Context: an optimization exercise on an open-source flow, tuned for small area. The choices shown serve that exercise and are no tape-out recipe.
Only simulation tests tie the RTL to the original design; equivalence was not proved.

==> violet <==
==> flow/design.v <==
module nectx (
    input             clk,
    input             rst,
    input      [31:0] top,
    input             host_we,
    input      [2:0]  host_addr,
    input      [31:0] host_wdata,
    output reg [31:0] host_rdata,
    output     [31:0] carrier
);
    localparam [3:0] PH_IDLE           = 4'd0;
    localparam [3:0] PH_LEAD_MARK      = 4'd1;
    localparam [3:0] PH_LEAD_SPACE     = 4'd2;
    localparam [3:0] PH_BIT_MARK       = 4'd3;
    localparam [3:0] PH_BIT_SPACE      = 4'd4;
    localparam [3:0] PH_TRAIL_MARK     = 4'd5;
    localparam [3:0] PH_RPT_LEAD_MARK  = 4'd6;
    localparam [3:0] PH_RPT_SPACE      = 4'd7;
    localparam [3:0] PH_RPT_TRAIL_MARK = 4'd8;
    localparam [1:0] RPT_IDLE      = 2'd0;
    localparam [1:0] RPT_REPEATING = 2'd1;
    localparam [1:0] RPT_STOPPING  = 2'd2;
    localparam [7:0] OP_DECODE_RAW        = 8'h01;
    localparam [7:0] OP_ENCODE_RAW        = 8'h02;
    localparam [7:0] OP_SEND_BYTES        = 8'h03;
    localparam [7:0] OP_SEND_REPEAT_FRAME = 8'h04;
    localparam [7:0] OP_SEND              = 8'h05;
    localparam [7:0] OP_SEND_RAW          = 8'h06;
    localparam [7:0] OP_STOP_REPEAT       = 8'h07;
    localparam [7:0] OP_CONFIGURE         = 8'h08;
    reg [31:0] arg;          
    reg [7:0]  cmd_op;
    reg [6:0]  dur_m;        
    reg        rc_v;         
    reg [23:0] rc;           
    reg [24:0] r_decode;
    reg [3:0]  phase;
    reg [4:0]  bit_idx;
    reg        owner;
    reg        ill;
    reg        ovr;
    reg [6:0]  duty;
    reg [1:0]  rpt;
    reg        busy;
    reg [10:0] cnt;          
    reg [6:0]  acc;          
    reg [6:0]  mduty;        
    wire is_mark = (phase == PH_LEAD_MARK) || (phase == PH_BIT_MARK) ||
                   (phase == PH_TRAIL_MARK) || (phase == PH_RPT_LEAD_MARK) ||
                   (phase == PH_RPT_TRAIL_MARK);
    reg [31:0] top_r;
    always @(posedge clk) top_r <= top;
    wire [38:0] on_product = top_r * mduty;
    wire [38:0] on_quot    = on_product / 39'd100;
    assign carrier = is_mark ? on_quot[31:0] : 32'd0;
    wire [31:0] status = {16'd0, bit_idx, phase, owner, ovr, ill,
                          (carrier != 32'd0), rpt, busy};
    always @(*) begin
        case (host_addr)
            3'd0:    host_rdata = arg;
            3'd1:    host_rdata = {24'd0, cmd_op};
            3'd2:    host_rdata = status;
            3'd3:    host_rdata = {21'd0, dur_m, (dur_m[6] | dur_m[5] | dur_m[3]), 3'd0};
            3'd4:    host_rdata = {rc_v ? ~rc[23:16] : 8'd0, rc};
            3'd5:    host_rdata = {7'd0, r_decode};
            3'd6:    host_rdata = {25'd0, duty};
            default: host_rdata = 32'd0;
        endcase
    end
    wire        hi_zero   = (arg[15:8] == 8'd0);
    wire [7:0]  enc_high  = hi_zero ? ~arg[7:0] : arg[15:8];
    wire        dec_valid = (arg[23:16] == ~arg[31:24]);
    wire [7:0]  dec_high  = (arg[15:8] == ~arg[7:0]) ? 8'd0 : arg[15:8];
    wire [7:0] byte0 = arg[7:0];
    wire [7:0] byte1 = arg[15:8];
    wire [7:0] byte2 = arg[23:16];
    wire [7:0] byte3 = arg[31:24];
    wire b0 = byte0[bit_idx[2:0]];
    wire b1 = byte1[bit_idx[2:0]];
    wire b2 = byte2[bit_idx[2:0]];
    wire b3 = byte3[bit_idx[2:0]];
    reg  fbit;
    always @(*) begin
        case (bit_idx[4:3])
            2'd0: fbit = b0;
            2'd1: fbit = (cmd_op != OP_SEND_BYTES && hi_zero) ? ~b0 : b1;
            2'd2: fbit = b2;
            default: fbit = (cmd_op == OP_SEND) ? ~b2 : b3;
        endcase
    end
    wire       issue  = host_we && (host_addr == 3'd1) && !busy;
    wire [7:0] iss_op = host_wdata[7:0];
    reg iss_legal;
    always @(*) begin
        case (iss_op)
            OP_DECODE_RAW:        iss_legal = 1'b1;
            OP_ENCODE_RAW:        iss_legal = (arg[31:24] == 8'd0);
            OP_SEND_BYTES:        iss_legal = 1'b1;
            OP_SEND_REPEAT_FRAME: iss_legal = (arg == 32'd0);
            OP_SEND:              iss_legal = (arg[31:25] == 7'd0);
            OP_SEND_RAW:          iss_legal = 1'b1;
            OP_STOP_REPEAT:       iss_legal = (arg == 32'd0);
            OP_CONFIGURE:         iss_legal = (arg[31:8] == 24'd0);
            default:              iss_legal = 1'b0;
        endcase
    end
    wire iss_ok   = issue && iss_legal;
    wire iss_join = iss_ok && ((iss_op == OP_SEND_BYTES) || (iss_op == OP_SEND_REPEAT_FRAME) ||
                               (iss_op == OP_SEND) || (iss_op == OP_STOP_REPEAT) ||
                               ((iss_op == OP_SEND_RAW) && dec_valid));
    wire iss_cfg  = iss_ok && (iss_op == OP_CONFIGURE);
    wire [7:0] n_op = issue ? iss_op : cmd_op;
    wire [6:0] n_duty = iss_cfg ? ((arg[7:0] >= 8'd1 && arg[7:0] <= 8'd100) ? arg[6:0] : 7'd33)
                                : duty;
    wire running  = (phase != PH_IDLE);
    wire ivl_end  = running && (cnt[6:0] == 7'd0);
    wire trail    = (phase == PH_TRAIL_MARK) || (phase == PH_RPT_TRAIL_MARK);
    wire frm_end  = ivl_end && trail;
    wire fg_end   = frm_end && !owner;
    wire bg_end   = frm_end && owner;
    wire auto_rpt = (cmd_op == OP_SEND) && arg[24];
    wire [1:0] rpt_a = (iss_join && rpt == RPT_REPEATING) ? RPT_STOPPING :
                       (fg_end && auto_rpt) ? RPT_REPEATING : rpt;
    wire bg_busy = running && !frm_end && owner;
    wire [1:0] rpt_b = (rpt_a == RPT_STOPPING && !bg_busy) ? RPT_IDLE : rpt_a;
    wire busy_a = iss_join | (busy & ~fg_end);
    wire join_n = busy_a && !(running && !owner);
    wire join_done = join_n && (rpt_b == RPT_IDLE);
    wire stop_done = join_done && (n_op == OP_STOP_REPEAT);
    wire fg_start  = join_done && !stop_done;
    wire bg_fire   = (rpt_b == RPT_REPEATING) && !running && (cnt == 11'd0);
    reg        do_enter;
    reg  [3:0] ent_phase;
    reg  [4:0] ent_idx;
    reg  [6:0] ent_cnt;
    always @(*) begin
        do_enter  = 1'b1;
        ent_phase = PH_IDLE;
        ent_idx   = 5'd0;
        ent_cnt   = 7'd0;
        if (fg_start) begin
            ent_phase = (n_op == OP_SEND_REPEAT_FRAME) ? PH_RPT_LEAD_MARK : PH_LEAD_MARK;
            ent_cnt   = 7'd127;
        end else if (bg_fire) begin
            ent_phase = PH_RPT_LEAD_MARK;
            ent_cnt   = 7'd127;
        end else if (ivl_end && !trail) begin
            case (phase)
                PH_LEAD_MARK:  begin ent_phase = PH_LEAD_SPACE; ent_cnt = 7'd63; end
                PH_LEAD_SPACE: begin ent_phase = PH_BIT_MARK;   ent_cnt = 7'd7;  end
                PH_BIT_MARK:   begin ent_phase = PH_BIT_SPACE;  ent_idx = bit_idx;
                                     ent_cnt = fbit ? 7'd23 : 7'd7; end
                PH_BIT_SPACE: begin
                    ent_cnt = 7'd7;
                    if (bit_idx != 5'd31) begin ent_phase = PH_BIT_MARK;   ent_idx = bit_idx + 5'd1; end
                    else                  begin ent_phase = PH_TRAIL_MARK; ent_idx = 5'd31;          end
                end
                PH_RPT_LEAD_MARK: begin ent_phase = PH_RPT_SPACE;      ent_cnt = 7'd31; end
                default:          begin ent_phase = PH_RPT_TRAIL_MARK; ent_cnt = 7'd7;  end
            endcase
        end else begin
            do_enter = 1'b0;
        end
    end
    wire frame_start = fg_start || bg_fire;
    always @(posedge clk) begin
        if (rst) begin
            arg      <= 32'd0;
            cmd_op   <= 8'd0;
            dur_m    <= 7'd0;
            rc_v     <= 1'b0;
            rc       <= 24'd0;
            r_decode <= 25'd0;
            phase    <= PH_IDLE;
            bit_idx  <= 5'd0;
            owner    <= 1'b0;
            ill      <= 1'b0;
            ovr      <= 1'b0;
            duty     <= 7'd33;
            rpt      <= RPT_IDLE;
            busy     <= 1'b0;
        end else begin
            if (host_we && host_addr == 3'd0 && !busy) arg <= host_wdata;
            if (host_we && host_addr <= 3'd1 && busy) ovr <= 1'b1;
            if (host_we && host_addr == 3'd2) begin
                ill <= ill & ~host_wdata[4];
                ovr <= ovr & ~host_wdata[5];
            end
            if (issue) begin
                cmd_op <= iss_op;
                if (!iss_legal) ill <= 1'b1;
            end
            if (iss_ok && iss_op == OP_DECODE_RAW)
                r_decode <= {dec_valid, arg[23:16], dec_high, arg[7:0]};
            if (iss_ok && iss_op == OP_ENCODE_RAW) begin
                rc_v <= 1'b1;
                rc   <= {arg[23:16], enc_high, arg[7:0]};
            end
            if (iss_ok && iss_op == OP_SEND_RAW && !dec_valid) dur_m <= 7'd0;
            duty <= n_duty;
            if (fg_end) dur_m <= acc;
            rpt  <= rpt_b;
            busy <= busy_a & ~stop_done;
            if (frm_end) phase <= PH_IDLE;
            if (do_enter) begin
                phase   <= ent_phase;
                bit_idx <= ent_idx;
            end
            if (frame_start) owner <= bg_fire;
        end
    end
    always @(posedge clk) begin
        if (do_enter)
            cnt <= {4'd0, ent_cnt};
        else if (frm_end)
            cnt <= {7'd97 - acc, 4'd3};
        else
            cnt <= cnt - 11'd1;
        if (frame_start)
            acc <= (ent_phase == PH_LEAD_MARK) ? 7'd44 : 7'd10;
        else if (do_enter && ent_phase == PH_BIT_SPACE && fbit)
            acc <= acc + 7'd1;
        if (do_enter)
            mduty <= n_duty;
    end
endmodule
==> flow/flow/run.sh <==
#!/bin/bash
# Own flow: the standard layout, except that synthesis maps the logic
# with an area-oriented ABC script (no ABC gate upsizing or buffering; the
# placer's timing repair sizes what the clock period needs) and extracts
# only full adders. Registers are mapped exactly as in the standard flow.
set -euo pipefail
WORK=$(pwd)
rm -rf "$WORK/myscripts"
cp -r "$FLOW_HOME/scripts" "$WORK/myscripts"
cp "$WORK/flow/abc_area.script" "$WORK/myscripts/abc_area.script"
cp "$WORK/flow/abc_area.script" "$WORK/myscripts/abc_speed.script"
sed -i 's/^  extract_fa {\*}\[dont_use_extract_fa_args\]$/  extract_fa -fa/' "$WORK/myscripts/synth.tcl"
grep -q '^  extract_fa -fa$' "$WORK/myscripts/synth.tcl"
sed "s#^make -C #make SCRIPTS_DIR=$WORK/myscripts -C #" standard.sh > mysynth.sh
grep -q "SCRIPTS_DIR=$WORK/myscripts" mysynth.sh
bash mysynth.sh synth > "$WORK/synth.log" 2>&1
bash standard.sh > "$WORK/layout.log" 2>&1
==> flow/flow/abc_area.script <==
strash
dc2
strash
dch -f
map -a
topo
==> flow/standard.sh <==
#!/bin/bash
# synth_recipe.tcl (not shown) runs the flow's synth.tcl, then flattens the netlist and writes it again
# the make line also repeats each setting of config.mk as NAME=value (left out here)
make -C /OpenROAD-flow-scripts/flow DESIGN_CONFIG=/design/flow/config.mk WORK_HOME=/design/flow/orfs CLKGATE_MAP_FILE= SYNTH_SCRIPT=/design/flow/synth_recipe.tcl "${@:-finish}"
==> flow/config.mk <==
export PLATFORM = sky130hd
export DESIGN_NAME = nectx
export DESIGN_NICKNAME = nectx
export VERILOG_FILES = /design/flow/design.v
export SDC_FILE = /design/flow/constraint.sdc
export NUM_CORES = 4
export LEC_CHECK = 0
export ABC_AREA = 1
export CAP_MARGIN = 20
export CORE_MARGIN = 2
export CORE_UTILIZATION = 40
export SLEW_MARGIN = 20
==> flow/constraint.sdc <==
create_clock -name core_clock -period 40.0 [get_ports {clk}]
set_input_delay 8.0000 -clock core_clock [delete_from_list [all_inputs] [get_ports {clk}]]
set_output_delay 8.0000 -clock core_clock [all_outputs]
set_load 0.01 [all_outputs]
==> maple: changes against violet <==
==> flow/design.v, changed modules only <==
module nectx (
    input             clk,
    input             rst,
    input      [31:0] top,
    input             host_we,
    input      [2:0]  host_addr,
    input      [31:0] host_wdata,
    output reg [31:0] host_rdata,
    output     [31:0] carrier
);
    localparam [3:0] PH_IDLE           = 4'd0;
    localparam [3:0] PH_LEAD_MARK      = 4'd1;
    localparam [3:0] PH_LEAD_SPACE     = 4'd2;
    localparam [3:0] PH_BIT_MARK       = 4'd3;
    localparam [3:0] PH_BIT_SPACE      = 4'd4;
    localparam [3:0] PH_TRAIL_MARK     = 4'd5;
    localparam [3:0] PH_RPT_LEAD_MARK  = 4'd6;
    localparam [3:0] PH_RPT_SPACE      = 4'd7;
    localparam [3:0] PH_RPT_TRAIL_MARK = 4'd8;
    localparam [1:0] RPT_IDLE      = 2'd0;
    localparam [1:0] RPT_REPEATING = 2'd1;
    localparam [1:0] RPT_STOPPING  = 2'd2;
    localparam [7:0] OP_DECODE_RAW        = 8'h01;
    localparam [7:0] OP_ENCODE_RAW        = 8'h02;
    localparam [7:0] OP_SEND_BYTES        = 8'h03;
    localparam [7:0] OP_SEND_REPEAT_FRAME = 8'h04;
    localparam [7:0] OP_SEND              = 8'h05;
    localparam [7:0] OP_SEND_RAW          = 8'h06;
    localparam [7:0] OP_STOP_REPEAT       = 8'h07;
    localparam [7:0] OP_CONFIGURE         = 8'h08;
    reg [31:0] arg;          
    reg [7:0]  cmd_op;
    reg        op_v;         
    reg        dur_v;        
    reg [6:0]  dur_m;
    reg        rc_v;         
    reg [23:0] rc;
    reg        rd_v;         
    reg [24:0] r_decode;
    reg [3:0]  phase;
    reg [4:0]  bit_idx;
    reg        owner;
    reg        ill;
    reg        ovr;
    reg [6:0]  duty;
    reg [1:0]  rpt;
    reg        busy;
    reg [10:0] cnt;          
    reg [6:0]  acc;          
    reg [6:0]  mduty;        
    wire is_mark = (phase == PH_LEAD_MARK) || (phase == PH_BIT_MARK) ||
                   (phase == PH_TRAIL_MARK) || (phase == PH_RPT_LEAD_MARK) ||
                   (phase == PH_RPT_TRAIL_MARK);
    wire [4:0]  dq_r [0:26];
    wire [25:0] dq_q;
    assign dq_r[0] = {1'b0, top[31:28]};
    genvar gk, gi;
    generate
        for (gk = 0; gk < 26; gk = gk + 1) begin : g_dq
            wire [5:0] t = {dq_r[gk], top[27 - gk]};
            assign dq_q[25 - gk] = (t >= 6'd25);
            assign dq_r[gk + 1] = dq_q[25 - gk] ? (t - 6'd25) : t[4:0];
        end
    endgenerate
    reg  [25:0] qt;
    reg  [6:0]  rt;
    always @(posedge clk) begin
        qt <= dq_q;
        rt <= {dq_r[26], top[1:0]};
    end
    wire [13:0] lo_acc [0:6];
    assign lo_acc[0] = {7'h7f, ~(rt & {7{mduty[0]}})};
    generate
        for (gk = 1; gk < 7; gk = gk + 1) begin : g_lo
            wire [8:0] c;
            assign c[0] = 1'b1;
            for (gi = 0; gi < 14; gi = gi + 1) begin : b
                if (gi >= gk && gi - gk < 8) begin : fa
                    wire a  = lo_acc[gk - 1][gi];
                    wire bb = (gi - gk < 7) ? ~(rt[gi - gk] & mduty[gk]) : 1'b1;
                    assign lo_acc[gk][gi] = a ^ bb ^ c[gi - gk];
                    assign c[gi - gk + 1] = (a & bb) | (a & c[gi - gk]) | (bb & c[gi - gk]);
                end else begin : pass
                    assign lo_acc[gk][gi] = lo_acc[gk - 1][gi];
                end
            end
        end
    endgenerate
    wire [13:0] lo_p = ~lo_acc[6];
    wire [4:0] dl_r [0:7];
    wire [6:0] on_lo;
    assign dl_r[0] = lo_p[13:9];
    generate
        for (gk = 0; gk < 7; gk = gk + 1) begin : g_dl
            wire [5:0] t = {dl_r[gk], lo_p[8 - gk]};
            assign on_lo[6 - gk] = (t >= 6'd25);
            assign dl_r[gk + 1] = on_lo[6 - gk] ? (t - 6'd25) : t[4:0];
        end
    endgenerate
    wire [32:0] hi_acc [0:7];
    assign hi_acc[0] = ~{26'd0, on_lo};
    generate
        for (gk = 0; gk < 7; gk = gk + 1) begin : g_hi
            wire [27:0] c;
            assign c[0] = 1'b1;
            for (gi = 0; gi < 33; gi = gi + 1) begin : b
                if (gi >= gk && gi - gk < 27) begin : fa
                    wire a  = hi_acc[gk][gi];
                    wire bb = (gi - gk < 26) ? ~(qt[gi - gk] & mduty[gk]) : 1'b1;
                    assign hi_acc[gk + 1][gi] = a ^ bb ^ c[gi - gk];
                    assign c[gi - gk + 1] = (a & bb) | (a & c[gi - gk]) | (bb & c[gi - gk]);
                end else begin : pass
                    assign hi_acc[gk + 1][gi] = hi_acc[gk][gi];
                end
            end
        end
    endgenerate
    assign carrier = is_mark ? ~hi_acc[7][31:0] : 32'd0;
    wire on_nz = (qt != 26'd0) || (on_lo != 7'd0);
    wire [31:0] status = {16'd0, bit_idx, phase, owner, ovr, ill,
                          (is_mark & on_nz), rpt, busy};
    always @(*) begin
        case (host_addr)
            3'd0:    host_rdata = arg;
            3'd1:    host_rdata = op_v ? {24'd0, cmd_op} : 32'd0;
            3'd2:    host_rdata = status;
            3'd3:    host_rdata = dur_v ? {21'd0, dur_m, 4'd8} : 32'd0;
            3'd4:    host_rdata = rc_v ? {~rc[23:16], rc} : 32'd0;
            3'd5:    host_rdata = rd_v ? {7'd0, r_decode} : 32'd0;
            3'd6:    host_rdata = {25'd0, duty};
            default: host_rdata = 32'd0;
        endcase
    end
    wire        hi_zero   = (arg[15:8] == 8'd0);
    wire [7:0]  enc_high  = hi_zero ? ~arg[7:0] : arg[15:8];
    wire        dec_valid = (arg[23:16] == ~arg[31:24]);
    wire [7:0]  dec_high  = (arg[15:8] == ~arg[7:0]) ? 8'd0 : arg[15:8];
    wire [7:0] byte0 = arg[7:0];
    wire [7:0] byte1 = arg[15:8];
    wire [7:0] byte2 = arg[23:16];
    wire [7:0] byte3 = arg[31:24];
    wire b0 = byte0[bit_idx[2:0]];
    wire b1 = byte1[bit_idx[2:0]];
    wire b2 = byte2[bit_idx[2:0]];
    wire b3 = byte3[bit_idx[2:0]];
    reg  fbit;
    always @(*) begin
        case (bit_idx[4:3])
            2'd0: fbit = b0;
            2'd1: fbit = (cmd_op != OP_SEND_BYTES && hi_zero) ? ~b0 : b1;
            2'd2: fbit = b2;
            default: fbit = (cmd_op == OP_SEND) ? ~b2 : b3;
        endcase
    end
    wire       issue  = host_we && (host_addr == 3'd1) && !busy;
    wire [7:0] iss_op = host_wdata[7:0];
    reg iss_legal;
    always @(*) begin
        case (iss_op)
            OP_DECODE_RAW:        iss_legal = 1'b1;
            OP_ENCODE_RAW:        iss_legal = (arg[31:24] == 8'd0);
            OP_SEND_BYTES:        iss_legal = 1'b1;
            OP_SEND_REPEAT_FRAME: iss_legal = (arg == 32'd0);
            OP_SEND:              iss_legal = (arg[31:25] == 7'd0);
            OP_SEND_RAW:          iss_legal = 1'b1;
            OP_STOP_REPEAT:       iss_legal = (arg == 32'd0);
            OP_CONFIGURE:         iss_legal = (arg[31:8] == 24'd0);
            default:              iss_legal = 1'b0;
        endcase
    end
    wire iss_ok   = issue && iss_legal;
    wire iss_join = iss_ok && ((iss_op == OP_SEND_BYTES) || (iss_op == OP_SEND_REPEAT_FRAME) ||
                               (iss_op == OP_SEND) || (iss_op == OP_STOP_REPEAT) ||
                               ((iss_op == OP_SEND_RAW) && dec_valid));
    wire iss_cfg  = iss_ok && (iss_op == OP_CONFIGURE);
    wire [7:0] n_op = issue ? iss_op : cmd_op;
    wire [6:0] n_duty = iss_cfg ? ((arg[7:0] >= 8'd1 && arg[7:0] <= 8'd100) ? arg[6:0] : 7'd33)
                                : duty;
    wire running  = (phase != PH_IDLE);
    wire ivl_end  = running && (cnt[6:0] == 7'd0);
    wire trail    = (phase == PH_TRAIL_MARK) || (phase == PH_RPT_TRAIL_MARK);
    wire frm_end  = ivl_end && trail;
    wire fg_end   = frm_end && !owner;
    wire bg_end   = frm_end && owner;
    wire auto_rpt = (cmd_op == OP_SEND) && arg[24];
    wire [1:0] rpt_a = (iss_join && rpt == RPT_REPEATING) ? RPT_STOPPING :
                       (fg_end && auto_rpt) ? RPT_REPEATING : rpt;
    wire bg_busy = running && !frm_end && owner;
    wire [1:0] rpt_b = (rpt_a == RPT_STOPPING && !bg_busy) ? RPT_IDLE : rpt_a;
    wire busy_a = iss_join | (busy & ~fg_end);
    wire join_n = busy_a && !(running && !owner);
    wire join_done = join_n && (rpt_b == RPT_IDLE);
    wire stop_done = join_done && (n_op == OP_STOP_REPEAT);
    wire fg_start  = join_done && !stop_done;
    wire bg_fire   = (rpt_b == RPT_REPEATING) && !running && (cnt == 11'd0);
    reg        do_enter;
    reg  [3:0] ent_phase;
    reg  [4:0] ent_idx;
    reg  [6:0] ent_cnt;
    always @(*) begin
        do_enter  = 1'b1;
        ent_phase = PH_IDLE;
        ent_idx   = 5'd0;
        ent_cnt   = 7'd0;
        if (fg_start) begin
            ent_phase = (n_op == OP_SEND_REPEAT_FRAME) ? PH_RPT_LEAD_MARK : PH_LEAD_MARK;
            ent_cnt   = 7'd127;
        end else if (bg_fire) begin
            ent_phase = PH_RPT_LEAD_MARK;
            ent_cnt   = 7'd127;
        end else if (ivl_end && !trail) begin
            case (phase)
                PH_LEAD_MARK:  begin ent_phase = PH_LEAD_SPACE; ent_cnt = 7'd63; end
                PH_LEAD_SPACE: begin ent_phase = PH_BIT_MARK;   ent_cnt = 7'd7;  end
                PH_BIT_MARK:   begin ent_phase = PH_BIT_SPACE;  ent_idx = bit_idx;
                                     ent_cnt = fbit ? 7'd23 : 7'd7; end
                PH_BIT_SPACE: begin
                    ent_cnt = 7'd7;
                    if (bit_idx != 5'd31) begin ent_phase = PH_BIT_MARK;   ent_idx = bit_idx + 5'd1; end
                    else                  begin ent_phase = PH_TRAIL_MARK; ent_idx = 5'd31;          end
                end
                PH_RPT_LEAD_MARK: begin ent_phase = PH_RPT_SPACE;      ent_cnt = 7'd31; end
                default:          begin ent_phase = PH_RPT_TRAIL_MARK; ent_cnt = 7'd7;  end
            endcase
        end else begin
            do_enter = 1'b0;
        end
    end
    wire frame_start = fg_start || bg_fire;
    always @(posedge clk) begin
        if (rst) begin
            arg      <= 32'd0;
            op_v     <= 1'b0;
            dur_v    <= 1'b0;
            rc_v     <= 1'b0;
            rd_v     <= 1'b0;
            phase    <= PH_IDLE;
            bit_idx  <= 5'd0;
            owner    <= 1'b0;
            ill      <= 1'b0;
            ovr      <= 1'b0;
            duty     <= 7'd33;
            rpt      <= RPT_IDLE;
            busy     <= 1'b0;
        end else begin
            if (host_we && host_addr == 3'd0 && !busy) arg <= host_wdata;
            if (host_we && host_addr <= 3'd1 && busy) ovr <= 1'b1;
            if (host_we && host_addr == 3'd2) begin
                ill <= ill & ~host_wdata[4];
                ovr <= ovr & ~host_wdata[5];
            end
            if (issue) begin
                op_v <= 1'b1;
                if (!iss_legal) ill <= 1'b1;
            end
            if (iss_ok && iss_op == OP_DECODE_RAW) rd_v <= 1'b1;
            if (iss_ok && iss_op == OP_ENCODE_RAW) rc_v <= 1'b1;
            if (iss_ok && iss_op == OP_SEND_RAW && !dec_valid) dur_v <= 1'b0;
            duty <= n_duty;
            if (fg_end) dur_v <= 1'b1;
            rpt  <= rpt_b;
            busy <= busy_a & ~stop_done;
            if (frm_end) phase <= PH_IDLE;
            if (do_enter) begin
                phase   <= ent_phase;
                bit_idx <= ent_idx;
            end
            if (frame_start) owner <= bg_fire;
        end
    end
    always @(posedge clk) begin
        if (issue) cmd_op <= iss_op;
        if (iss_ok && iss_op == OP_DECODE_RAW)
            r_decode <= {dec_valid, arg[23:16], dec_high, arg[7:0]};
        if (iss_ok && iss_op == OP_ENCODE_RAW)
            rc <= {arg[23:16], enc_high, arg[7:0]};
        if (fg_end) dur_m <= acc;
        if (do_enter)
            cnt <= {4'd0, ent_cnt};
        else if (frm_end)
            cnt <= {7'd97 - acc, 4'd3};
        else
            cnt <= cnt - 11'd1;
        if (frame_start)
            acc <= (ent_phase == PH_LEAD_MARK) ? 7'd44 : 7'd10;
        else if (do_enter && ent_phase == PH_BIT_SPACE && fbit)
            acc <= acc + 7'd1;
        if (do_enter)
            mduty <= n_duty;
    end
endmodule
==> flow/flow/run.sh (replaced) <==
#!/bin/bash
# Own flow: the standard layout, except that
#  * synthesis maps the logic with an area-oriented ABC script (no ABC gate
#    upsizing or buffering; the placer's timing repair sizes what the clock
#    period needs) and extracts only full adders; registers are mapped
#    exactly as in the standard flow;
#  * the port buffers that global placement inserts on every input and
#    output are sky130_fd_sc_hd__buf_1.
set -euo pipefail
WORK=$(pwd)
rm -rf "$WORK/myscripts"
cp -r "$FLOW_HOME/scripts" "$WORK/myscripts"
cp "$WORK/flow/abc_area.script" "$WORK/myscripts/abc_area.script"
cp "$WORK/flow/abc_area.script" "$WORK/myscripts/abc_speed.script"
sed -i 's/^  extract_fa {\*}\[dont_use_extract_fa_args\]$/  extract_fa -fa/' "$WORK/myscripts/synth.tcl"
grep -q '^  extract_fa -fa$' "$WORK/myscripts/synth.tcl"
sed "s#^make -C #make SCRIPTS_DIR=$WORK/myscripts -C #" standard.sh > mysynth.sh
grep -q "SCRIPTS_DIR=$WORK/myscripts" mysynth.sh
sed "s#^make -C #make 'BUFFER_PORTS_ARGS=-buffer_cell sky130_fd_sc_hd__buf_1' -C #" standard.sh > mylayout.sh
grep -q "BUFFER_PORTS_ARGS" mylayout.sh
bash mysynth.sh synth > "$WORK/synth.log" 2>&1
bash mylayout.sh > "$WORK/layout.log" 2>&1
- CORE_UTILIZATION: 40 -> 75
- CTS_BUF_LIST: not set -> sky130_fd_sc_hd__clkbuf_8 sky130_fd_sc_hd__clkbuf_16
- CTS_CLUSTER_SIZE: not set -> 30
==> tundra: changes against violet <==
--- a/flow/design.v
+++ b/flow/design.v
@@ -48,9 +48,7 @@
     wire is_mark = (phase == PH_LEAD_MARK) || (phase == PH_BIT_MARK) ||
                    (phase == PH_TRAIL_MARK) || (phase == PH_RPT_LEAD_MARK) ||
                    (phase == PH_RPT_TRAIL_MARK);
-    reg [31:0] top_r;
-    always @(posedge clk) top_r <= top;
-    wire [38:0] on_product = top_r * mduty;
+    wire [38:0] on_product = top * mduty;
     wire [38:0] on_quot    = on_product / 39'd100;
     assign carrier = is_mark ? on_quot[31:0] : 32'd0;
     wire [31:0] status = {16'd0, bit_idx, phase, owner, ovr, ill,
==> flow/run.sh (new file) <==
#!/bin/bash
# synth_recipe.tcl (not shown) runs the flow's synth.tcl, then flattens the netlist and writes it again
# the make line also repeats each setting of config.mk as NAME=value (left out here)
make -C /OpenROAD-flow-scripts/flow DESIGN_CONFIG=/design/flow/config.mk WORK_HOME=/design/flow/orfs CLKGATE_MAP_FILE= SYNTH_SCRIPT=/design/flow/synth_recipe.tcl finish
removed: flow/flow/run.sh
removed: flow/flow/abc_area.script
removed: flow/standard.sh
==> flow_summary.ini <==
[clock_network]
clk_pin_slew_ns = 0.08

[die]
taps = 532

[logic_synthesis]
yosys.area_share.simple = 0.278

[timing]
post-route-period-util = 0.982

[final_layout]
area_delta_synth_final_pct = 43.4

[run_status]
status = finished clean
-- figures above: violet

==> flow_summary.ini <==
[logic_synthesis]
yosys.area_share.simple = 0.401

[timing]
tightest_slew_ns = 1.08
post-route-period-util = 0.884

[final_layout]
nonClockBufferCount = 150
area_delta_synth_final_pct = 12.4

[clock_network]
clk_pin_slew_ns = 0.06

[run_status]
status = finished clean

[die]
taps = 696
-- figures above: tundra

==> flow_summary.ini <==
[clock_network]
clk_pin_slew_ns = 0.09

[run_status]
status = finished clean

[logic_synthesis]
yosys.area_share.simple = 0.231

[final_layout]
area_delta_synth_final_pct = 10.7
top_register = arg

[worst_hold_path]
hold_start = cnt[0]$_DFF_P_
-- figures above: maple

==> port drivers added, routing unchanged <==
In the flow no input, the clock included, has a driving cell. The finished layouts below were timed again as built, in two steps. Step 1 sets driving cells, clkbuf_16 on the clock port and buf_2 on the other inputs (assumed; they add their load-dependent delay and slew). Step 2, shift: input delay + t, output delay - t, t = (earliest + latest rising clock arrival at the registers) / 2. This alone moves slack from input paths to output paths. Three values: ideal ports, drivers, drivers and shift; two values: the first two.
run	t (ns)	slack for setup (ns)	worst data-port slew with drivers (ns)
violet	0.496	0.735 / 0.684 / 1.181	0.07
maple	0.497	1.293 / 1.244 / 1.742	0.06
tundra	0.474	4.628 / 4.601 / 4.601	0.11
After both steps setup and hold are still met in every run listed. For tundra, which loses most, drivers alone change the setup slack by -0.027 ns; drivers and shift together by -0.027 ns.
